This is an optimization exercise on Yosys and OpenROAD, whose aim is small area, a short achievable clock period and few clock cycles, not a production implementation.
The RTL was checked by simulation tests, not by an equivalence proof against the original design.
Power figures rest on the tool's default switching activity, not on a simulated workload.

--- flow/design.v ---
module timecode_core (
    input  wire        clk,
    input  wire        rst,
    input  wire        cmd_valid,
    output wire        cmd_ready,
    input  wire [7:0]  cmd,
    input  wire [15:0] fps_in,
    input  wire [31:0] h_in,
    input  wire [31:0] m_in,
    input  wire [31:0] s_in,
    input  wire [31:0] f_in,
    input  wire [31:0] ub_in,
    output wire        rsp_valid,
    output wire [1:0]  status,
    output wire [31:0] res0,
    output wire [31:0] res1,
    output wire [31:0] res2,
    output wire [31:0] res3
);
    localparam [3:0] OP_NOP = 4'h0, OP_LOAD = 4'h1, OP_INCR = 4'h2, OP_DECODE = 4'h3,
                     OP_TOBCD = 4'h4, OP_RDFLAGS = 4'h5, OP_RDUB = 4'h6, OP_WRUB = 4'h7,
                     OP_RDCNT = 4'h8, OP_RDRATE = 4'h9;
    localparam [1:0] ST_OK = 2'd0, ST_ILLEGAL = 2'd1, ST_BADFPS = 2'd2, ST_UNCONFIG = 2'd3;
    localparam EX   = 0,     
               MS   = 1,     
               D10  = 2,     
               MQ   = 3,     
               MR   = 4,     
               MM   = 5,     
               MH   = 6,     
               DVH  = 7,     
               MAJ  = 8,     
               MIN  = 9,     
               SEC  = 10,    
               DIG  = 11;    
    localparam NPH = 12;
    localparam [2:0] K_SF = 3'd0, K_FPH = 3'd1, K_FPM = 3'd2, K_DFPM = 3'd3,
                     K_DFP10 = 3'd4, K_DFPH = 3'd5;
    reg [14:0] sf_r;         
    reg        cfg_r;        
    reg        gt30_r;       
    reg        drop_r;
    reg [31:0] cnt_r;
    reg [31:0] ub_r;         
    reg [31:0] res0_r;
    reg [5:0]  res1_r, res2_r;
    reg [14:0] res3_r;
    reg [1:0]  status_r;
    reg        ready_r;
    reg        rsp_r;
    reg [31:0] h_r;          
    reg [7:0]  hd_r;         
    reg [5:0]  m_r, s_r;
    reg [14:0] f_r;
    reg [7:0]  fd_r;         
    reg [2:0]  sel_q;        
    reg        fp_q;         
    reg        ok_q;         
    reg [1:0]  st_q;         
    reg        ld_q;         
    reg        incr_q, dec_q, bcd_q, flags_q, rdub_q, rdcnt_q, rate_q;
    reg [NPH-1:0] ph;
    reg [5:0]  sc;           
    reg        hz_q;         
    reg        mz_q;         
    reg        sz_q;         
    reg        fz_q;         
    reg        m10_q;        
    reg [31:0] eq;           
    reg [31:0] er;           
    reg        bg0;          
    reg        bg;           
    localparam [511:0] T_DIG = {8'd99, 8'd98, 8'd97, 8'd96, 8'd89, 8'd88, 8'd87, 8'd86, 8'd85, 8'd84, 8'd83, 8'd82, 8'd81, 8'd80, 8'd73, 8'd72, 8'd71, 8'd70, 8'd69, 8'd68, 8'd67, 8'd66, 8'd65, 8'd64, 8'd57, 8'd56, 8'd55, 8'd54, 8'd53, 8'd52, 8'd51, 8'd50, 8'd49, 8'd48, 8'd41, 8'd40, 8'd39, 8'd38, 8'd37, 8'd36, 8'd35, 8'd34, 8'd33, 8'd32, 8'd25, 8'd24, 8'd23, 8'd22, 8'd21, 8'd20, 8'd19, 8'd18, 8'd17, 8'd16, 8'd9, 8'd8, 8'd7, 8'd6, 8'd5, 8'd4, 8'd3, 8'd2, 8'd1, 8'd0};
    localparam [447:0] T_NY_H = {14'd13036, 14'd13144, 14'd13252, 14'd13360, 14'd13468, 14'd13576, 14'd13684, 14'd13792, 14'd13900, 14'd14008, 14'd14116, 14'd14224, 14'd14332, 14'd14440, 14'd14548, 14'd14656, 14'd14764, 14'd14872, 14'd14980, 14'd15088, 14'd15196, 14'd15304, 14'd15412, 14'd15520, 14'd15628, 14'd15736, 14'd15844, 14'd15952, 14'd16060, 14'd16168, 14'd16276, 14'd0};
    localparam [895:0] T_NY_M = {14'd16270, 14'd16272, 14'd16274, 14'd16276, 14'd16276, 14'd16278, 14'd16280, 14'd16282, 14'd16284, 14'd16286, 14'd16288, 14'd16290, 14'd16292, 14'd16294, 14'd16294, 14'd16296, 14'd16298, 14'd16300, 14'd16302, 14'd16304, 14'd16306, 14'd16308, 14'd16310, 14'd16312, 14'd16312, 14'd16314, 14'd16316, 14'd16318, 14'd16320, 14'd16322, 14'd16324, 14'd16326, 14'd16328, 14'd16330, 14'd16330, 14'd16332, 14'd16334, 14'd16336, 14'd16338, 14'd16340, 14'd16342, 14'd16344, 14'd16346, 14'd16348, 14'd16348, 14'd16350, 14'd16352, 14'd16354, 14'd16356, 14'd16358, 14'd16360, 14'd16362, 14'd16364, 14'd16366, 14'd16366, 14'd16368, 14'd16370, 14'd16372, 14'd16374, 14'd16376, 14'd16378, 14'd16380, 14'd16382, 14'd0};
    localparam [543:0] T_X_H = {17'd111600, 17'd108000, 17'd104400, 17'd100800, 17'd97200, 17'd93600, 17'd90000, 17'd86400, 17'd82800, 17'd79200, 17'd75600, 17'd72000, 17'd68400, 17'd64800, 17'd61200, 17'd57600, 17'd54000, 17'd50400, 17'd46800, 17'd43200, 17'd39600, 17'd36000, 17'd32400, 17'd28800, 17'd25200, 17'd21600, 17'd18000, 17'd14400, 17'd10800, 17'd7200, 17'd3600, 17'd0};
    localparam [767:0] T_X_M = {12'd3780, 12'd3720, 12'd3660, 12'd3600, 12'd3540, 12'd3480, 12'd3420, 12'd3360, 12'd3300, 12'd3240, 12'd3180, 12'd3120, 12'd3060, 12'd3000, 12'd2940, 12'd2880, 12'd2820, 12'd2760, 12'd2700, 12'd2640, 12'd2580, 12'd2520, 12'd2460, 12'd2400, 12'd2340, 12'd2280, 12'd2220, 12'd2160, 12'd2100, 12'd2040, 12'd1980, 12'd1920, 12'd1860, 12'd1800, 12'd1740, 12'd1680, 12'd1620, 12'd1560, 12'd1500, 12'd1440, 12'd1380, 12'd1320, 12'd1260, 12'd1200, 12'd1140, 12'd1080, 12'd1020, 12'd960, 12'd900, 12'd840, 12'd780, 12'd720, 12'd660, 12'd600, 12'd540, 12'd480, 12'd420, 12'd360, 12'd300, 12'd240, 12'd180, 12'd120, 12'd60, 12'd0};
    function [7:0] dig6;
        input [5:0] v;
        dig6 = T_DIG[v * 8 +: 8];
    endfunction
    function [8:0] d10;
        input [7:0] st;
        input       b;
        reg [4:0] t;
        reg       ge;
        reg [4:0] u;
        begin
            t  = {st[3:0], b};
            ge = (t >= 5'd10);
            u  = ge ? t - 5'd10 : t;
            d10 = {ge, st[6:4], ge, u[3:0]};
        end
    endfunction
    wire accept = cmd_valid && ready_r;
    wire [3:0] cop = cmd[3:0];
    reg  c_legal;
    always @* begin
        case (cop)
            OP_NOP, OP_INCR, OP_DECODE, OP_TOBCD, OP_RDFLAGS, OP_RDUB, OP_WRUB, OP_RDCNT:
                c_legal = (cmd[7:4] == 4'b0000);
            OP_LOAD:   c_legal = (cmd[7:6] == 2'b00);
            OP_RDRATE: c_legal = !cmd[7] && (cmd[6:4] <= 3'd5);
            default:   c_legal = 1'b0;
        endcase
    end
    wire c_rate  = (cop == OP_INCR) || (cop == OP_DECODE) || (cop == OP_TOBCD) ||
                   (cop == OP_RDFLAGS) || (cop == OP_RDRATE);
    wire fps0    = (fps_in == 16'd0);
    wire c_ldok  = c_legal && (cop == OP_LOAD) && !fps0;
    wire load_go = accept && (cmd[3:0] == OP_LOAD) && (cmd[7:6] == 2'b00) && !fps0;
    wire wrub_go = accept && (cmd == {4'h0, OP_WRUB});
    wire [1:0] c_st = !c_legal ? ST_ILLEGAL : (c_rate && !cfg_r) ? ST_UNCONFIG :
                      ((cop == OP_LOAD) && fps0) ? ST_BADFPS : ST_OK;
    wire [15:0] sf_in16 = (fps_in <= 16'd30) ? fps_in : {1'b0, fps_in[15:1]};
    wire [7:0]  m_in_d  = dig6(m_in[5:0]);
    reg  [20:0] fpm_r;
    reg  [26:0] fph_r;
    always @(posedge clk) begin
        fpm_r <= {sf_r, 6'd0} - {4'd0, sf_r, 2'd0};
        fph_r <= {fpm_r, 6'd0} - {4'd0, fpm_r, 2'd0};
    end
    reg [2:0] ksel;
    always @* begin
        ksel = ph[EX] ? (ld_q ? K_SF : sel_q) : drop_r ? K_DFPH : K_FPH;    
        if (ph[MS])  ksel = K_FPM;
        if (ph[D10]) ksel = K_DFP10;
        if (ph[MQ])  ksel = K_DFPM;
        if (ph[DVH]) ksel = drop_r ? K_DFP10 : K_FPM;
        if (ph[MAJ]) ksel = K_DFPM;
        if (ph[MIN]) ksel = K_SF;
    end
    reg  [26:0] kval;
    always @* begin
        case (ksel)
            K_SF:    kval = {12'd0, sf_r};
            K_FPH:   kval = fph_r;
            K_FPM:   kval = {6'd0, fpm_r};
            K_DFPM:  kval = {6'd0, fpm_r - 21'd2};
            K_DFP10: kval = {2'd0, {1'b0, fpm_r, 3'd0} + {3'd0, fpm_r, 1'b0} - 25'd18};
            default: kval = fph_r - 27'd108;
        endcase
    end
    wire [31:0] k32 = {5'd0, kval};
    wire [5:0] lm = ub_r[5:0];
    wire [5:0] ls = eq[5:0];
    wire [5:0] lf = cnt_r[5:0];
    wire fast = hz_q && mz_q && sz_q && fz_q && ({9'd0, lf} < sf_r) && (sf_r[14:12] == 3'd0) &&
                !(drop_r && m10_q && (((ls == 6'd0) && (lf[5:1] == 5'd0)) ||
                                      ((ls == 6'd1) && (sf_r == 15'd1))));
    wire [13:0] ny  = {14{drop_r}} & (T_NY_H[h_r[4:0] * 14 +: 14] + T_NY_M[lm * 14 +: 14]);
    wire [31:0] ny32 = gt30_r ? {{17{ny[13]}}, ny, 1'b0} : {{18{ny[13]}}, ny};
    wire [16:0] lx = T_X_H[h_r[4:0] * 17 +: 17] + {5'd0, T_X_M[m_r * 12 +: 12]} + {11'd0, s_r};
    wire [31:0] lx32 = gt30_r ? {14'd0, lx, 1'b0} : {15'd0, lx};
    wire        wrap   = (cnt_r == 32'hFFFFFFFF) && !bg;    
    wire        adv    = !gt30_r || cnt_r[0];
    wire [14:0] f_inc  = f_r + 15'd1;
    wire        f_last = (f_inc == sf_r);
    wire        s_last = (s_r == 6'd59);
    wire        m_last = (m_r == 6'd59);
    wire        m_tens = (m_r == 6'd9) || (m_r == 6'd19) || (m_r == 6'd29) ||
                         (m_r == 6'd39) || (m_r == 6'd49);
    wire [7:0]  fd_inc = (fd_r[3:0] == 4'd9) ? {fd_r[7:4] + 4'd1, 4'd0} : {fd_r[7:4], fd_r[3:0] + 4'd1};
    wire [7:0]  hd_inc = (hd_r[3:0] == 4'd9) ? {hd_r[7:4] + 4'd1, 4'd0} : {hd_r[7:4], hd_r[3:0] + 4'd1};
    wire        sf_le2 = (sf_r[14:2] == 13'd0) && !(sf_r[1] && sf_r[0]);    
    wire [5:0]  s_pos2 = sf_le2 ? {4'd0, !sf_r[1], sf_r[1]} : 6'd0;       
    wire [1:0]  f_pos2 = sf_le2 ? 2'd0 : 2'd2;
    wire [5:0]  m_inc  = m_r + 6'd1;
    wire [5:0]  s_inc  = s_r + 6'd1;
    wire ex        = ph[EX];
    wire fast_done = ex && ld_q && fast;
    wire slow_go   = ex && ld_q && !fast;
    wire cnt_wait  = rdcnt_q && (bg || bg0);
    wire simple    = ex && !ld_q && !(cnt_wait && ok_q);    
    wire okx       = simple && ok_q;
    wire do_incr   = okx && incr_q;
    wire eqz      = (eq == 32'd0);
    wire mac_ph   = ph[MS] || ph[MQ] || ph[MR] || ph[MM] || ph[MH];
    wire mac_step = mac_ph && !eqz;
    wire div_done = sc[5];
    wire d10_step = ph[D10] && !div_done;
    wire d10_end  = ph[D10] && div_done;
    wire dvh_step = ph[DVH] && !div_done;
    wire dvh_end  = ph[DVH] && div_done;
    wire dig_step = ph[DIG] && !div_done;
    wire slow_done = ph[DIG] && div_done;
    wire ms_end   = ph[MS] && eqz;
    wire mq_end   = ph[MQ] && eqz;
    wire mrm_end  = (ph[MR] || ph[MM]) && eqz;
    wire mh_end   = ph[MH] && eqz;
    wire [27:0] sub_a = ph[DVH] ? {er[26:0], h_r[31]} : er[27:0];
    wire [28:0] sub_d = {1'b0, sub_a} - {1'b0, eq[27:0]};
    wire        fits  = !sub_d[28];
    wire [27:0] sub_r = fits ? sub_d[27:0] : sub_a;
    wire maj_sub = ph[MAJ] && fits;
    wire maj_end = ph[MAJ] && !fits;
    wire min_sub = ph[MIN] && fits;
    wire min_end = ph[MIN] && !fits;
    wire sec_sub = ph[SEC] && fits;
    wire sec_end = ph[SEC] && !fits;
    wire borrow  = min_end && drop_r && sc[0] && (er[27:1] == 27'd0);
    wire [8:0] hd_step = d10(hd_r, ph[D10] ? eq[31] : h_r[31]);
    wire [8:0] fd_step = d10(fd_r, er[31]);
    wire mac_add  = ((bg || mac_ph) && eq[0]) || bg0;    
    wire [31:0] cnt_add = cnt_r + (mac_add ? er : 32'd0) + {31'd0, do_incr};
    wire complete = simple || fast_done || slow_done;
    wire e_shr = bg || mac_step;
    wire e_d10 = d10_step;
    wire e_k   = fast_done || mh_end || dvh_end || maj_end || min_end;
    wire e_hd  = mq_end;
    wire e_h   = mrm_end;
    wire e_ub  = ms_end;
    wire e_hold = !(e_shr || e_d10 || e_k || e_hd || e_h || e_ub);
    wire [31:0] eq_nx = ({32{e_shr}} & {1'b0, eq[31:1]}) |
                        ({32{e_d10}} & {eq[30:0], hd_step[8]}) |
                        ({32{e_k}}   & k32) |
                        ({32{e_hd}}  & {28'd0, hd_r[3:0]}) |
                        ({32{e_h}}   & h_r) |
                        ({32{e_ub}}  & ub_r) |
                        ({32{e_hold}} & eq);
    wire [31:0] eq_n = load_go ? s_in : eq_nx;
    wire r_shl = bg || mac_step || dig_step;
    wire r_ny  = fast_done;
    wire r_lx  = bg0;
    wire r_k   = slow_go || (ms_end && !drop_r) || d10_end || mq_end || mrm_end;
    wire r_sub = dvh_step || maj_sub || min_sub || sec_sub;
    wire r_bf  = borrow;
    wire r_zero = mh_end;
    wire r_hold = !(r_shl || r_ny || r_lx || r_k || r_sub || r_bf || r_zero);
    wire [31:0] er_n = ({32{r_shl}} & {er[30:0], 1'b0}) |
                       ({32{r_ny}}  & ny32) |
                       ({32{r_lx}}  & lx32) |
                       ({32{r_k}}   & k32) |
                       ({32{r_sub}} & {4'd0, sub_r}) |
                       ({32{r_bf}}  & {4'd0, eq[27:1], er[0]}) |
                       ({32{r_hold}} & er);
    wire i_adv  = do_incr && !wrap && adv;
    wire i_f1   = i_adv && !f_last;                        
    wire i_s1   = i_adv && f_last && !s_last;              
    wire i_m1   = i_adv && f_last && s_last && !m_last;    
    wire i_h1   = i_adv && f_last && s_last && m_last;     
    wire i_pos2 = i_m1 && drop_r && !m_tens;               
    wire i_zero = do_incr && wrap;
    wire h_inc  = i_h1;
    wire h_zero = i_zero;
    wire h_base = mh_end;
    wire h_shl  = dvh_step || dig_step;
    wire h_hold = !(h_inc || h_zero || h_base || h_shl);
    wire [31:0] h_nx = ({32{h_inc}}  & (h_r + 32'd1)) |
                       ({32{h_base}} & (gt30_r ? {1'b0, cnt_r[30:0]} : cnt_r)) |
                       ({32{h_shl}}  & {h_r[30:0], ph[DVH] ? fits : h_r[31]}) |
                       ({32{h_hold}} & h_r);
    wire [31:0] h_n = load_go ? h_in : h_nx;
    wire c_fast = fast_done;
    wire c_fix  = mh_end;
    wire c_add  = !(c_fast || c_fix);
    wire [31:0] cnt_nx = ({32{c_fast}} & (gt30_r ? {cnt_r[30:0], fp_q} : cnt_r)) |
                         ({32{c_fix}}  & (gt30_r ? {cnt_r[30:0], fp_q} : cnt_r)) |
                         ({32{c_add}}  & cnt_add);
    wire [31:0] cnt_n = load_go ? f_in : cnt_nx;
    wire u_zero = fast_done || ms_end;
    wire [31:0] ub_n = wrub_go ? ub_in : load_go ? m_in : u_zero ? 32'd0 : ub_r;
    wire m_fast = fast_done;
    wire m_p1   = i_m1 || min_sub;
    wire m_p10  = maj_sub;
    wire m_m1   = borrow;
    wire m_zero = i_zero || i_h1 || mh_end;
    wire m_hold = !(m_fast || m_p1 || m_p10 || m_m1 || m_zero);
    wire [5:0] m_n = ({6{m_fast}} & lm) |
                     ({6{m_p1}}   & m_inc) |
                     ({6{m_p10}}  & (m_r + 6'd10)) |
                     ({6{m_m1}}   & (m_r - 6'd1)) |
                     ({6{m_hold}} & m_r);
    wire s_fast = fast_done;
    wire s_p1   = i_s1 || sec_sub;
    wire s_pos  = i_pos2;
    wire s_zero = i_zero || i_h1 || (i_m1 && !i_pos2) || mh_end;
    wire s_hold = !(s_fast || s_p1 || s_pos || s_zero);
    wire [5:0] s_n = ({6{s_fast}} & ls) |
                     ({6{s_p1}}   & s_inc) |
                     ({6{s_pos}}  & s_pos2) |
                     ({6{s_hold}} & s_r);
    wire f_fast = fast_done;
    wire f_p1   = i_f1;
    wire f_pos  = i_pos2;
    wire f_rem  = sec_end;
    wire f_zero = i_zero || i_s1 || (i_m1 && !i_pos2) || i_h1;
    wire f_hold = !(f_fast || f_p1 || f_pos || f_rem || f_zero);
    wire [14:0] f_n = ({15{f_fast}} & {9'd0, lf}) |
                      ({15{f_p1}}   & f_inc) |
                      ({15{f_pos}}  & {13'd0, f_pos2}) |
                      ({15{f_rem}}  & er[14:0]) |
                      ({15{f_hold}} & f_r);
    wire fd_zero = f_zero || sec_end;
    wire fd_hold = !(f_fast || dig_step || f_p1 || f_pos || fd_zero);
    wire [7:0] fd_n = ({8{f_fast}}   & dig6(lf)) |
                      ({8{dig_step}} & fd_step[7:0]) |
                      ({8{f_p1}}     & fd_inc) |
                      ({8{f_pos}}    & {6'd0, f_pos2}) |
                      ({8{fd_hold}}  & fd_r);
    wire hd_zero = i_zero || (ms_end && drop_r) || sec_end;
    wire hd_st   = d10_step || dig_step;
    wire hd_hold = !(fast_done || h_inc || hd_st || hd_zero);
    wire [7:0] hd_n = ({8{fast_done}} & dig6({1'b0, h_r[4:0]})) |
                      ({8{h_inc}}     & hd_inc) |
                      ({8{hd_st}}     & hd_step[7:0]) |
                      ({8{hd_hold}}   & hd_r);
    wire [NPH-1:0] ph_adv;
    assign ph_adv[EX]  = 1'b0;
    assign ph_adv[MS]  = slow_go || (ph[MS] && !eqz);
    assign ph_adv[D10] = (ms_end && drop_r) || d10_step;
    assign ph_adv[MQ]  = d10_end || (ph[MQ] && !eqz);
    assign ph_adv[MR]  = mq_end || (ph[MR] && !eqz);
    assign ph_adv[MM]  = (ms_end && !drop_r) || (ph[MM] && !eqz);
    assign ph_adv[MH]  = mrm_end || (ph[MH] && !eqz);
    assign ph_adv[DVH] = mh_end || dvh_step;
    assign ph_adv[MAJ] = (dvh_end && drop_r) || maj_sub;
    assign ph_adv[MIN] = (dvh_end && !drop_r) || maj_end || min_sub;
    assign ph_adv[SEC] = min_end || sec_sub;
    assign ph_adv[DIG] = sec_end || dig_step;
    wire [NPH-1:0] ph_n = accept ? {{(NPH-1){1'b0}}, 1'b1} :
                          (ex && !slow_go && !complete) ? ph : ph_adv;    
    wire sc_clr = (ms_end && drop_r) || mh_end || dvh_end || sec_end;
    wire sc_inc = d10_step || dvh_step || dig_step;
    wire [5:0] sc_n = sc_clr ? 6'd0 : min_sub ? 6'd1 : sc_inc ? sc + 6'd1 : sc;
    wire [31:0] res_ok = ({32{dec_q}}   & h_r) |
                         ({32{bcd_q}}   & {hd_r, dig6(m_r), dig6(s_r), fd_r}) |
                         ({32{flags_q}} & {30'd0, gt30_r && cnt_r[0], drop_r}) |
                         ({32{rdub_q}}  & ub_r) |
                         ({32{rdcnt_q}} & cnt_r) |
                         ({32{rate_q}}  & k32);
    wire dec_ok = okx && dec_q;
    always @(posedge clk) begin
        eq   <= eq_n;
        er   <= er_n;
        h_r  <= h_n;
        f_r  <= f_n;
        fd_r <= fd_n;
        s_r  <= s_n;
        m_r  <= m_n;
        hd_r <= hd_n;
        sc   <= sc_n;
        hz_q  <= (h_in[31:5] == 27'd0);
        mz_q  <= (m_in[31:6] == 26'd0) && (m_in[5:2] != 4'b1111);
        sz_q  <= (s_in[31:6] == 26'd0) && (s_in[5:2] != 4'b1111);
        fz_q  <= (f_in[31:6] == 26'd0);
        m10_q <= (m_in_d[3:0] != 4'd0);
        if (accept) begin
            sel_q   <= cmd[6:4];
            fp_q    <= cmd[5];
            ok_q    <= c_legal && !(c_rate && !cfg_r);
            st_q    <= c_st;
            ld_q    <= c_ldok;
            incr_q  <= (cop == OP_INCR);
            dec_q   <= (cop == OP_DECODE);
            bcd_q   <= (cop == OP_TOBCD);
            flags_q <= (cop == OP_RDFLAGS);
            rdub_q  <= (cop == OP_RDUB);
            rdcnt_q <= (cop == OP_RDCNT);
            rate_q  <= (cop == OP_RDRATE);
        end
        if (rst) begin
            sf_r     <= 15'd0;
            cfg_r    <= 1'b0;
            gt30_r   <= 1'b0;
            drop_r   <= 1'b0;
            cnt_r    <= 32'd0;
            ub_r     <= 32'd0;
            res0_r   <= 32'd0;
            res1_r   <= 6'd0;
            res2_r   <= 6'd0;
            res3_r   <= 15'd0;
            status_r <= ST_OK;
            ready_r  <= 1'b1;
            rsp_r    <= 1'b0;
            ph       <= {NPH{1'b0}};
            bg       <= 1'b0;
            bg0      <= 1'b0;
        end else begin
            cnt_r <= cnt_n;
            ub_r  <= ub_n;
            ph    <= ph_n;
            if (load_go) begin
                sf_r   <= sf_in16[14:0];
                cfg_r  <= 1'b1;
                gt30_r <= (fps_in > 16'd30);
                drop_r <= cmd[4];
            end
            bg0 <= fast_done && !load_go;
            if (load_go)
                bg <= 1'b0;
            else if (bg0)
                bg <= 1'b1;
            else if (bg && (eq[31:1] == 31'd0))
                bg <= 1'b0;
            rsp_r <= complete;
            if (accept)
                ready_r <= 1'b0;
            else if (complete)
                ready_r <= 1'b1;
            if (complete) begin
                res0_r   <= okx ? res_ok : 32'd0;
                res1_r   <= dec_ok ? m_r : 6'd0;
                res2_r   <= dec_ok ? s_r : 6'd0;
                res3_r   <= dec_ok ? f_r : 15'd0;
                status_r <= simple ? st_q : ST_OK;
            end
        end
    end
    assign cmd_ready = ready_r;
    assign rsp_valid = rsp_r;
    assign status    = status_r;
    assign res0      = res0_r;
    assign res1      = {26'd0, res1_r};
    assign res2      = {26'd0, res2_r};
    assign res3      = {17'd0, res3_r};
endmodule
--- flow/config.mk ---
export PLATFORM = sky130hd
export DESIGN_NAME = timecode_core
export DESIGN_NICKNAME = timecode_core
export VERILOG_FILES = /design/flow/design.v
export SDC_FILE = /design/flow/constraint.sdc
export NUM_CORES = 4
export LEC_CHECK = 0
export CAP_MARGIN = 20
export CORE_MARGIN = 2
export CORE_UTILIZATION = 55
export PLACE_DENSITY = 0.65
export SLEW_MARGIN = 20
--- flow/standard.sh ---
#!/bin/bash
# synth_recipe.tcl (not shown) runs the flow's synth.tcl, then flattens the netlist and writes it again
# the make line also repeats each setting of config.mk as NAME=value (left out here)
make -C /OpenROAD-flow-scripts/flow DESIGN_CONFIG=/design/flow/config.mk WORK_HOME=/design/flow/orfs CLKGATE_MAP_FILE= SYNTH_SCRIPT=/design/flow/synth_recipe.tcl "${@:-finish}"
--- flow/flow/run.sh ---
#!/bin/bash
# The standard layout (the standard.sh: standard synthesis, floorplan, place,
# CTS, route, finish) with one change: the timing repair after placement, CTS
# and global routing aims for 8 ns of setup slack on the 12 ns clock, that is
# for a 4 ns path, instead of stopping at 0 ns. The clock, its period and the
# constraints are the design's own.
set -euo pipefail
export SETUP_SLACK_MARGIN=8
bash standard.sh > standard.log 2>&1
--- flow/constraint.sdc ---
create_clock -name core_clock -period 12.0 [get_ports {clk}]
set_input_delay 2.4000 -clock core_clock [delete_from_list [all_inputs] [get_ports {clk}]]
set_output_delay 2.4000 -clock core_clock [all_outputs]
set_load 0.01 [all_outputs]
==> results of run 1 <==
worst min path at each step:
| stage | cells after the start | slack [ns] | to |
|---|---|---|---|
| final | 2 | 0.46 | res0_r[24] |
| after global routing | 2 | 0.48 | res0_r[24] |
| after floorplan | 2 | 0.43 | cfg_r |
| after detailed placement | 2 | 0.45 | res0_r[14] |
| after CTS | 2 | 0.46 | res0_r[24] |
| after global placement | 2 | 0.44 | res0_r[14] |
state kept, by name, indices dropped and copies added (netlist names), 3 cells and up, named ones only:
signal	cells
sc	6
m_r	6
fpm_r	19
res1_r	6
res3_r	15
er	32
h_r	32
res0_r	32
sel_q	3
hd_r	8
s_r	6
fd_r	8
res2_r	6
ph	9
eq	32
f_r	15
sf_r	15
fph_r	23
ub_r	32
cnt_r	32
through the flow:
step | setup WS [ns] | total power (W) | std cells | utilization [%]
floorplan | 7.78 | 0.00446 | 4176 | -
global placement | 5.34 | 0.00563 | 4938 | 61.1
detailed placement | 5.29 | 0.00564 | 4940 | 61.1
CTS | 7.93 | 0.00736 | 5101 | 66.5
global route | 7.73 | 0.00824 | 5164 | 69.2
finish | 7.89 | 0.00791 | 5167 | 69.3
report_power, final:
part | leakage, nW | switching [W] | internal [W]
sequential | 3.02 | 0.000575 | 0.00147
clock | 0.777 | 0.000610 | 0.000914
combinational | 11.5 | 0.00255 | 0.00179
total | 15.3 | 0.00374 | 0.00417
layout make-up:
| class | instances | area, µm² |
|---|---|---|
| Sequential cell | 365 | 7500 |
| Timing Repair Buffer | 474 | 4760 |
| Fill cell | 4943 | 17300 |
| Timing Repair inverter | 1 | 5.00 |
| Antenna cell | 4 | 10.0 |
| Tap cell | 756 | 946 |
| Multi-Input combinational cell | 3282 | 23300 |
| Clock inverter | 20 | 297 |
| Clock buffer | 62 | 1310 |
| Inverter | 203 | 802 |
repair_timing:
action	in CTS	in global routing
gates resized for setup	215	242
setup buffers	65	56
pin swaps	38	90
gates cloned	14	6
endpoints found under the setup margin	239	238
per-layer routing:
metal	GRT usage, %	wire [µm]	up-vias
met5	0	36	-
met4	29.4	11900	6
met3	16.4	21700	702
met2	66.7	58900	2826
met1	59.4	53500	16800
li1	-	-	15800
critical path, delay by kind of cell (launching register included):
kind                     cells  cell delay, ns
adder cells (fa/ha/maj)      3            0.58
AO/OA/AOI/OAI                7            1.07
buffers and inverters        5            0.60
flip-flops                   1            0.40
AND/OR/NAND/NOR              5            0.90
multiplexers                 1            0.46
kinds of logic (layout without fill, tap and decap cells):
logic type                 after synthesis  after routing  share of synthesized area [%]
AOI/OAI and AO/OA                     1377           1378                           30.2
and+or+nand+nor                       1321           1324                           20.4
buffers and inverters                  533            760                           7.31
DFF                                    365            365                           23.9
adders and majority gates              232            232                           9.45
xor gates and xnor gates               178            178                           5.04
muxes                                  101            101                           3.64
other                                    1             73                         0.0120
layout by cell type (no fill, tap or decap), types with 58 or more instances in the layout:
cell type and count:
conb_1 69, xnor2_1 114, o211ai_1 71, ha_1 195, a21oi_1 313, dfxtp_1 327
clkdlybuf4s50_1 224, a22oi_1 84, nor4_1 58, nor3_1 62, a21o_1 70, buf_4 166
nand2_1 396, a31oi_1 62, inv_1 187, o21ai_0 199, a221o_1 66, nor2_1 307
nand3_1 126
==> results.toml, run 1 <==
[timing]
holdWs_ns = 0.460
finalHoldViolCount = 0
rsz0062_at_grt = "yes"
tightestPinTransition_ns = 1.30
setup_viol = 0
fmax_mhz = 243
final_max_slew_viol_count = 0
relSlewSlack_pct = 12.9
skew_ns = 0.0206
tns_ns = 0
timing.final.crit_share_pct = 34.2
post-route-min-period_ns = 4.11

[floorplanning]
num_rows = 87
ios = 319
dieArea_um2 = 58600
start_util_pct = 55.4
die_h_um = 242
dieWidth_um = 242
coreArea_um2 = 56300

[worst_setup_path]
path_class = "reg2reg"
worstSetupStartpointType = "register"
arrival_ns = 4.60
crit_end = "er[17]"
cp_max_fo = 4
reg2reg_to = "er[17]"
crit_path_cell_trace = "clkinvlp_4 > ha_4 > inv_4 > a21oi_2 > nand2_1 > o21ai_2 > mux4_2 > inv_2 > ha_4 > ha_4 > or3_4 > nor3_4 > o21ai_2 > a31oi_2 > nand2b_4 > buf_6 > nand2_4 > a22oi_2 > buf_6 > o32ai_1 > a2111o_1"
max_stage_delay_ns = 0.46
endpoint_kind = "register"
cp.required_ns = 12.49
worst-r2r-cell-count = 21
crit_top_cell = "ha_4"
reg2reg_from = "m_r[1]"
critPathSlowestCell = "mux4_2"
rrSetupSlack_ns = 7.89
crit_path_start = "m_r[1]"

[placement]
post-dp-hpwl_um = 102000
dpl_cell_area_um2 = 34400
portBuffers = 249
place.gp.congestion = 1.05

[grt]
antenna_found_initial = 7
grt_max_degree = 75
grt_pass1_wl_um = 210000
track_usage_pct = 46.6
grt_pass1_vias = 32600
grt-ovfl-total = 0

[logic_synthesis]
synthesis.area_um2 = 31200
ys.flop_type = "dfxtp_1"
synth_edf_count = 14
ys_seq_area_share_pct = 23.9
yosys-top-cells-area = "dfxtp_1, ha_1, a21oi_1, nand2_1, nor2_1"
synth_top_area_cell = "dfxtp_1"
synthCells = 4108
synth_area_per_cell_um2 = 7.59
yosysMostFrequentCell = "nand2_1"
netlist.area_leader.share_pct = 22.5
synth_warnings = 1
synthDistinctLibCells = 98
ys_top_cells_by_count = "nand2_1, dfxtp_1, a21oi_1, nor2_1, clkbuf_1"
synth-seq-cells = 365
async_flop_share_pct = 0

[hold_path]
hold_path.startpoint = "res0_r[24]"
hold_path_class = "reg2reg"

[cts]
hold_buffers = 0
path_clk_slew_ns = 0.06
cts_tree = "built"
cts_buffers = 45
clockRootBuffer = "clkbuf_16"
clock_latency_ns = 0.61
clk_path_buf_depth = 3
cts_sinks = 365
cts_htree_levels = 2

[cells_and_area]
fin_area_um2 = 39000
fin_nets = 4788
drive_gt1_share_pct = 15.1
area_growth_pct = 24.9

[detailed_routing]
viasPerCell = 6.98
ant_nets = 0
avgRoutedWirePerCell_um = 28.2
first_pass_iters = 13
drtIter0Drc = 5890
postRouteWirelength_um = 146000
drc = 0
vias = 36100

[outcome]
outcome = "no timing/DRC/antenna violations"

[power]
power_leakage_nw = 15.3
ir_drop_v = 0.000159
pwr_density_cell_nw_per_um2 = 203

[run]
drv_cap = 0
Testbench counts, summed over its fixed seeds: cycles 6,477.
==> inputs of run 2 (changes only) <==
--- a/flow/config.mk
+++ b/flow/config.mk
@@ -8,5 +8,6 @@
 export CAP_MARGIN = 20
 export CORE_MARGIN = 2
 export CORE_UTILIZATION = 55
+export CTS_BUF_LIST = sky130_fd_sc_hd__clkbuf_8
 export PLACE_DENSITY = 0.65
 export SLEW_MARGIN = 20
==> run 2 against run 1 <==
Clock power is 13% lower. Clock skew up 0.024 ns. Hold slack worse by 0.0029 ns.
==> results.toml, run 2 <==
[detailed_routing]
postRouteWirelength_um = 144000
avgRoutedWirePerCell_um = 27.8
vias = 36100
drtIter0Drc = 5497
first_pass_iters = 10
ant_nets = 0
drc = 0
viasPerCell = 6.95

[floorplanning]
dieArea_um2 = 58600
dieWidth_um = 242
die_h_um = 242
start_util_pct = 55.4
coreArea_um2 = 56300
ios = 319
num_rows = 87

[worst_setup_path]
cp.buffers_inverters = 2
arrival_ns = 4.67
reg2reg_from = "ph[1]"
crit_top_cell = "fa_2"
path_class = "reg2reg"
path_delay_family = "compound AO/OA/AOI/OAI gates"
cp_max_fo = 2
crit_end = "cnt_r[28]"
crit_path_cell_trace = "inv_2 > nand3_2 > or3_4 > a21oi_4 > buf_12 > nor2b_4 > fa_2 > fa_2 > a21o_4 > nand4_1 > a211oi_2 > o311a_1 > a22o_1 > a211oi_4 > o31ai_4 > a21oi_2 > xor2_1 > o21ai_1"
critPathSlowestCell = "fa_2"
worst-r2r-cell-count = 18
worstSetupStartpointType = "register"
endpoint_kind = "register"
max_stage_delay_ns = 0.39
cp.required_ns = 12.58
reg2reg_to = "cnt_r[28]"
crit_path_start = "ph[1]"
rrSetupSlack_ns = 7.91
crit_cells = 18

[placement]
post-dp-hpwl_um = 102000
dp.cells = 4940
place.gp.congestion = 1.05
portBuffers = 249

[timing]
skew_ns = 0.0443
rsz0062_at_grt = "yes"
post-route-min-period_ns = 4.09
timing.final.crit_share_pct = 34.1
final_max_slew_viol_count = 0
relSlewSlack_pct = 15.1
setup_viol = 0
fmax_mhz = 245
tns_ns = 0
finalHoldViolCount = 0
tightestPinTransition_ns = 1.26

[cells_and_area]
final_common_cell = "nand2_1"
drive_gt1_share_pct = 14.8
multi_input_comb_area_um2 = 23100
area_growth_pct = 23.0
fin_nets = 4790
mostFrequentLayoutCells = "nand2_1, dfxtp_1, a21oi_1"
fillCellCount = 5025
stdcell_count = 5190
seqCellArea_um2 = 7500

[logic_synthesis]
ys.flop_type = "dfxtp_1"
synth_warnings = 1
netlist.area_leader.share_pct = 22.5
async_flop_share_pct = 0
synth-seq-cells = 365
synthCells = 4108
yosys-top-cells-area = "dfxtp_1, ha_1, a21oi_1, nand2_1, nor2_1"
synthesis.area_um2 = 31200
ys_top_cells_by_count = "nand2_1, dfxtp_1, a21oi_1, nor2_1, clkbuf_1"
synth_area_per_cell_um2 = 7.59
yosysMostFrequentCell = "nand2_1"
ys_seq_area_share_pct = 23.9
synth_top_area_cell = "dfxtp_1"
synthDistinctLibCells = 98
synth_edf_count = 14

[grt]
grt-ovfl-total = 0
grt_pass1_vias = 32900
grt_max_degree = 75
track_usage_pct = 46.6
antenna_found_initial = 7
grt_pass1_wl_um = 210000

[cts]
clock_latency_ns = 0.70
clk_path_buf_depth = 3
cts_sinks = 365
cts_htree_levels = 3
cts_tree = "built"
path_clk_slew_ns = 0.07
clockRootBuffer = "clkbuf_8"
cts_buffers = 72

[run]
drv_cap = 0

[power]
ir_drop_v = 0.000159
pwr_density_cell_nw_per_um2 = 200
power_leakage_nw = 15.5

[hold_path]
hold_path_class = "reg2reg"
whs_path_depth = 2

[outcome]
outcome = "no timing/DRC/antenna violations"
-- run 2: timing repair --
item,in CTS,in global routing
setup buffers,61,39
gates cloned,14,2
resized for setup,238,199
endpoints found under the setup margin,265,253
hold buffers,0,0
pin swaps,45,87
-- run 2: cell families after synthesis --
logic type               synth area share, %
adder cells (fa/ha/maj)                 9.45
AND/OR/NAND/NOR                         20.4
XOR/XNOR                                5.04
multiplexers                            3.64
flip-flops                              23.9
buffers and inverters                   7.31
AO/OA/AOI/OAI                           30.2
other                                 0.0120
-- run 2: per-stage QoR --
stage | hold slack [ns] | worst slack (ns) | cell area, µm² | power [W] | util [%]
2_1_floorplan | 0.433 | 7.78 | 31800 | 0.00446 | -
3_3_place_gp | 0.435 | 5.34 | 34400 | 0.00563 | 61.1
3_5_place_dp | 0.447 | 5.29 | 34400 | 0.00564 | 61.1
4_1_cts | 0.456 | 7.97 | 37300 | 0.00715 | 66.2
5_1_grt | 0.478 | 7.78 | 38400 | 0.00802 | 68.2
6_report | 0.457 | 7.91 | 38400 | 0.00768 | 68.2
-- run 2: worst min-delay path: stages, from the launching register on --
cell,delay [ns]
dfxtp_1,0.31
nand2_1,0.05
a21oi_1,0.05
-- run 2: where the power goes --
part / switching, W / internal [W] / leakage, nW
clock network: 0.000633 / 0.000702 / 0.812
registers: 0.000568 / 0.00147 / 3.02
logic: 0.00253 / 0.00178 / 11.7
total: 0.00373 / 0.00395 / 15.5
-- run 2: routing by layer --
layer  global-route usage, %  up-vias  routed length, µm
li1                        -    15800                  -
met1                    58.7    16800              53000
met2                    65.8     2775              57600
met3                    17.4      735              21700
met4                    31.8        8              11900
met5                   0.817        -                108
-- run 2: how the worst min path moves through the flow --
| stage | start | endpoint | slack (ns) |
|---|---|---|---|
| after global placement | res0_r[14] | res0_r[14] | 0.44 |
| after detailed placement | res0_r[14] | res0_r[14] | 0.45 |
| final | res0_r[3] | res0_r[3] | 0.46 |
| after CTS | res0_r[14] | res0_r[14] | 0.46 |
| after floorplan | cfg_r | cfg_r | 0.43 |
| after global routing | res0_r[24] | res0_r[24] | 0.48 |
-- run 2: layout make-up --
class | count | area share [%]
Inverter | 203 | 2.10
Tap cell | 756 | 2.46
Multi-Input combinational cell | 3281 | 60.3
Timing Repair Buffer | 451 | 11.8
Clock inverter | 36 | 0.561
Sequential cell | 365 | 19.5
Clock buffer | 90 | 3.23
Antenna cell | 8 | 0.0522
==> inputs of run 3 (changes only) <==
==> flow/flow/run.sh (replaced) <==
#!/bin/bash
# The standard layout (the standard.sh: standard synthesis, floorplan, place,
# CTS, route, finish) with two changes:
#  - the timing repair after placement, CTS and global routing aims for 8 ns of
#    setup slack on the 12 ns clock, that is for a 4 ns path, instead of
#    stopping at 0 ns;
#  - every input and output port is still given its own buffer, but a
#    sky130_fd_sc_hd__buf_2 rather than the default pick.
# The clock, its period and the constraints are the design's own.
set -euo pipefail
export SETUP_SLACK_MARGIN=8
export BUFFER_PORTS_ARGS="-buffer_cell sky130_fd_sc_hd__buf_2"
bash standard.sh > standard.log 2>&1
==> run 3 against run 2 <==
Total power fell by 0.52%. Sequential power is essentially flat. Area after synthesis unchanged. Critical path type unchanged. Largest cell class unchanged. Largest power group unchanged. Highest routed layer unchanged.
==> results.toml, run 3 <==
[cts]
clock_latency_ns = 0.71
cts_sinks = 365
clockRootBuffer = "clkbuf_8"
path_clk_slew_ns = 0.06
hold_buffers = 0
cts_htree_levels = 3
cts_buffers = 73
clk_path_buf_depth = 3
cts_tree = "built"

[floorplanning]
ios = 319
dieArea_um2 = 58600
coreArea_um2 = 56300
num_rows = 87
die_h_um = 242
start_util_pct = 55.4
dieWidth_um = 242

[power]
power_leakage_nw = 15.2
pwr_density_cell_nw_per_um2 = 207
ir_drop_v = 0.000158

[cells_and_area]
final_common_cell = "nand2_1"
stdcell_count = 5174
drive_gt1_share_pct = 19.4
fin_nets = 4777
mostFrequentLayoutCells = "nand2_1, dfxtp_1, a21oi_1"
multi_input_comb_area_um2 = 23100
seqCellArea_um2 = 7500
fillCellCount = 5068
area_growth_pct = 18.5

[logic_synthesis]
synth_area_per_cell_um2 = 7.59
synth_top_area_cell = "dfxtp_1"
ys.flop_type = "dfxtp_1"
ys_top_cells_by_count = "nand2_1, dfxtp_1, a21oi_1, nor2_1, clkbuf_1"
synthesis.area_um2 = 31200
synthDistinctLibCells = 98
synth_warnings = 1
yosys-top-cells-area = "dfxtp_1, ha_1, a21oi_1, nand2_1, nor2_1"
synth-seq-cells = 365
yosysMostFrequentCell = "nand2_1"
ys_seq_area_share_pct = 23.9
synth_edf_count = 14
async_flop_share_pct = 0
netlist.area_leader.share_pct = 22.5
synthCells = 4108

[detailed_routing]
postRouteWirelength_um = 143000
drtIter0Drc = 5653
ant_nets = 0
drc = 0
vias = 35700
first_pass_iters = 10
viasPerCell = 6.89
avgRoutedWirePerCell_um = 27.6

[placement]
portBuffers = 249
dp.cells = 4927
place.gp.congestion = 1.07
post-dp-hpwl_um = 101000

[grt]
grt_pass1_vias = 32000
grt_max_degree = 74
antenna_found_initial = 3
track_usage_pct = 45.4
grt-ovfl-total = 0
grt_pass1_wl_um = 204000

[worst_setup_path]
reg2reg_to = "er[17]"
critPathSlowestCell = "mux4_2"
crit_path_cell_trace = "clkinvlp_4 > ha_4 > inv_2 > ha_1 > o21ai_2 > mux4_2 > inv_2 > ha_4 > ha_2 > or2_2 > a21oi_4 > nor2_1 > a31oi_1 > nand2b_4 > o21ai_1 > a22oi_2 > buf_6 > buf_4 > o32ai_1 > a2111o_1"
reg2reg_from = "m_r[1]"
arrival_ns = 4.70
worstSetupStartpointType = "register"
path_class = "reg2reg"
rrSetupSlack_ns = 7.87
cp_max_fo = 4
max_stage_delay_ns = 0.46
endpoint_kind = "register"
cp.required_ns = 12.57
worst-r2r-cell-count = 20

[outcome]
outcome = "no timing/DRC/antenna violations"

[timing]
skew_ns = 0.0618
tns_ns = 0
post-route-min-period_ns = 4.13
rsz0062_at_grt = "yes"
tightestPinTransition_ns = 1.12
finalHoldViolCount = 0
relSlewSlack_pct = 24.5
final_max_slew_viol_count = 0
fmax_mhz = 242
timing.final.crit_share_pct = 34.4
setup_viol = 0

[hold_path]
whs_path_depth = 2
hold_path.startpoint = "res0_r[19]"
holdPathEnd = "res0_r[19]"
hold_path_class = "reg2reg"

[run]
drv_cap = 0
==> run 3: cell types whose count changed in the layout (fill, tap and decap cells not counted), sizes merged, moves of 3 or more <==
cell,change
dlygate4sd2,-31
dlymetal6s2s,-13
clkinvlp,-3
clkinv,-9
inv,+13
clkdlybuf4s50,-189
bufbuf,-6
buf,+226
diode,-6
clkbuf,+5
==> run 3: worst max-delay path, delay by kind of cell (launching register included) <==
family / cells / cell delay, ns
AOI/OAI and AO/OA: 7 / 1.26
adders and majority gates: 4 / 0.76
and+or+nand+nor: 3 / 0.61
buffers and inverters: 5 / 0.56
muxes: 1 / 0.46
DFF: 1 / 0.39
==> run 3: kinds of logic (layout without fill, tap and decap cells) <==
| family | Yosys count | in the layout | share of synthesized area [%] |
|---|---|---|---|
| simple gates | 1321 | 1323 | 20.4 |
| mux | 101 | 101 | 3.64 |
| compound gates | 1377 | 1377 | 30.2 |
| flops | 365 | 365 | 23.9 |
| fa+ha+maj | 232 | 232 | 9.45 |
| xor+xnor | 178 | 178 | 5.04 |
| buf+inv | 533 | 771 | 7.31 |
| other cells | 1 | 71 | 0.0120 |
==> run 3: layout make-up <==
cell class,count,area share [%]
Clock inverter,36,0.467
Clock buffer,94,3.50
Sequential cell,365,20.3
Timing Repair Buffer,438,8.60
Multi-Input combinational cell,3280,62.4
Inverter,203,2.17
Tap cell,756,2.56
Antenna cell,2,0.0135
==> run 3: how the worst max path moves through the flow <==
stage                           from   endpoint  slack, ns  cells past startpoint
final                         m_r[1]     er[17]       7.87                     20
after global routing           ph[3]  cnt_r[30]       7.74                     18
after CTS                      ph[5]  cnt_r[30]       7.91                     18
after detailed placement  fps_in[12]  cnt_r[29]       5.91                     10
after global placement    fps_in[12]  cnt_r[29]       5.92                     10
after floorplan            fps_in[0]      eq[7]       7.78                      8
==> run 3: metal layers <==
layer,global-route usage [%],share of wire [%]
met3,14.4,14
met5,0,0.0056
met4,27.5,7.5
met1,58.4,38
met2,66.0,41
==> run 3: report_power, final <==
part | leakage (nW) | switching (W) | internal, W | total [W]
clock | 0.853 | 0.000630 | 0.000705 | 0.00133
combinational | 11.4 | 0.00253 | 0.00173 | 0.00426
sequential | 3.02 | 0.000575 | 0.00147 | 0.00205
total | 15.2 | 0.00373 | 0.00391 | 0.00764
==> run 3: per-stage QoR <==
stage	util, %	instance area [µm²]	setup slack (ns)	hold slack (ns)	power, W
5_1_grt	65.7	37000	7.74	0.490	0.00799
2_1_floorplan	-	31800	7.78	0.433	0.00446
4_1_cts	63.5	35700	7.91	0.461	0.00717
3_3_place_gp	58.8	33100	5.92	0.433	0.00561
6_report	65.7	37000	7.87	0.456	0.00764
3_5_place_dp	58.8	33100	5.91	0.448	0.00563
==> run 3: timing repair <==
| action | 4_1_cts | 5_1_grt |
|---|---|---|
| resized for setup | 162 | 158 |
| endpoints found under the hold margin | 0 | 0 |
| endpoints found under the setup margin | 250 | 220 |
| pin swaps | 40 | 62 |
| setup buffers | 53 | 47 |
| cloned | 6 | 8 |

[re-timing with driven ports]
Ports are ideal in the flow. The routed layouts listed here were re-timed in OpenROAD.
Step 1 (the two cells are an assumption about what drives the block):
set clk [get_ports {clk}]
set_driving_cell -lib_cell sky130_fd_sc_hd__clkbuf_16 $clk
set_driving_cell -lib_cell sky130_fd_sc_hd__buf_2 [delete_from_list [all_inputs] $clk]
Step 2 also shifts input and output timing later by t, the mid clock arrival at the registers, as if the neighbouring blocks saw the same clock.
Slacks: ideal ports / drivers / drivers and shift; pairs: ideal ports / drivers.
run	t, ns	setup WS [ns]	worst setup path after step 2
run 1	0.665	7.891 / 7.891 / 7.293	input to register
run 2	0.739	7.912 / 7.912 / 7.278	input to register
run 3	0.747	7.870 / 7.870 / 7.238	input to register
After both steps setup and hold are still met in every run listed. For run 2, which loses most, drivers alone change the setup slack by 0.000 ns; drivers and shift together by -0.634 ns.
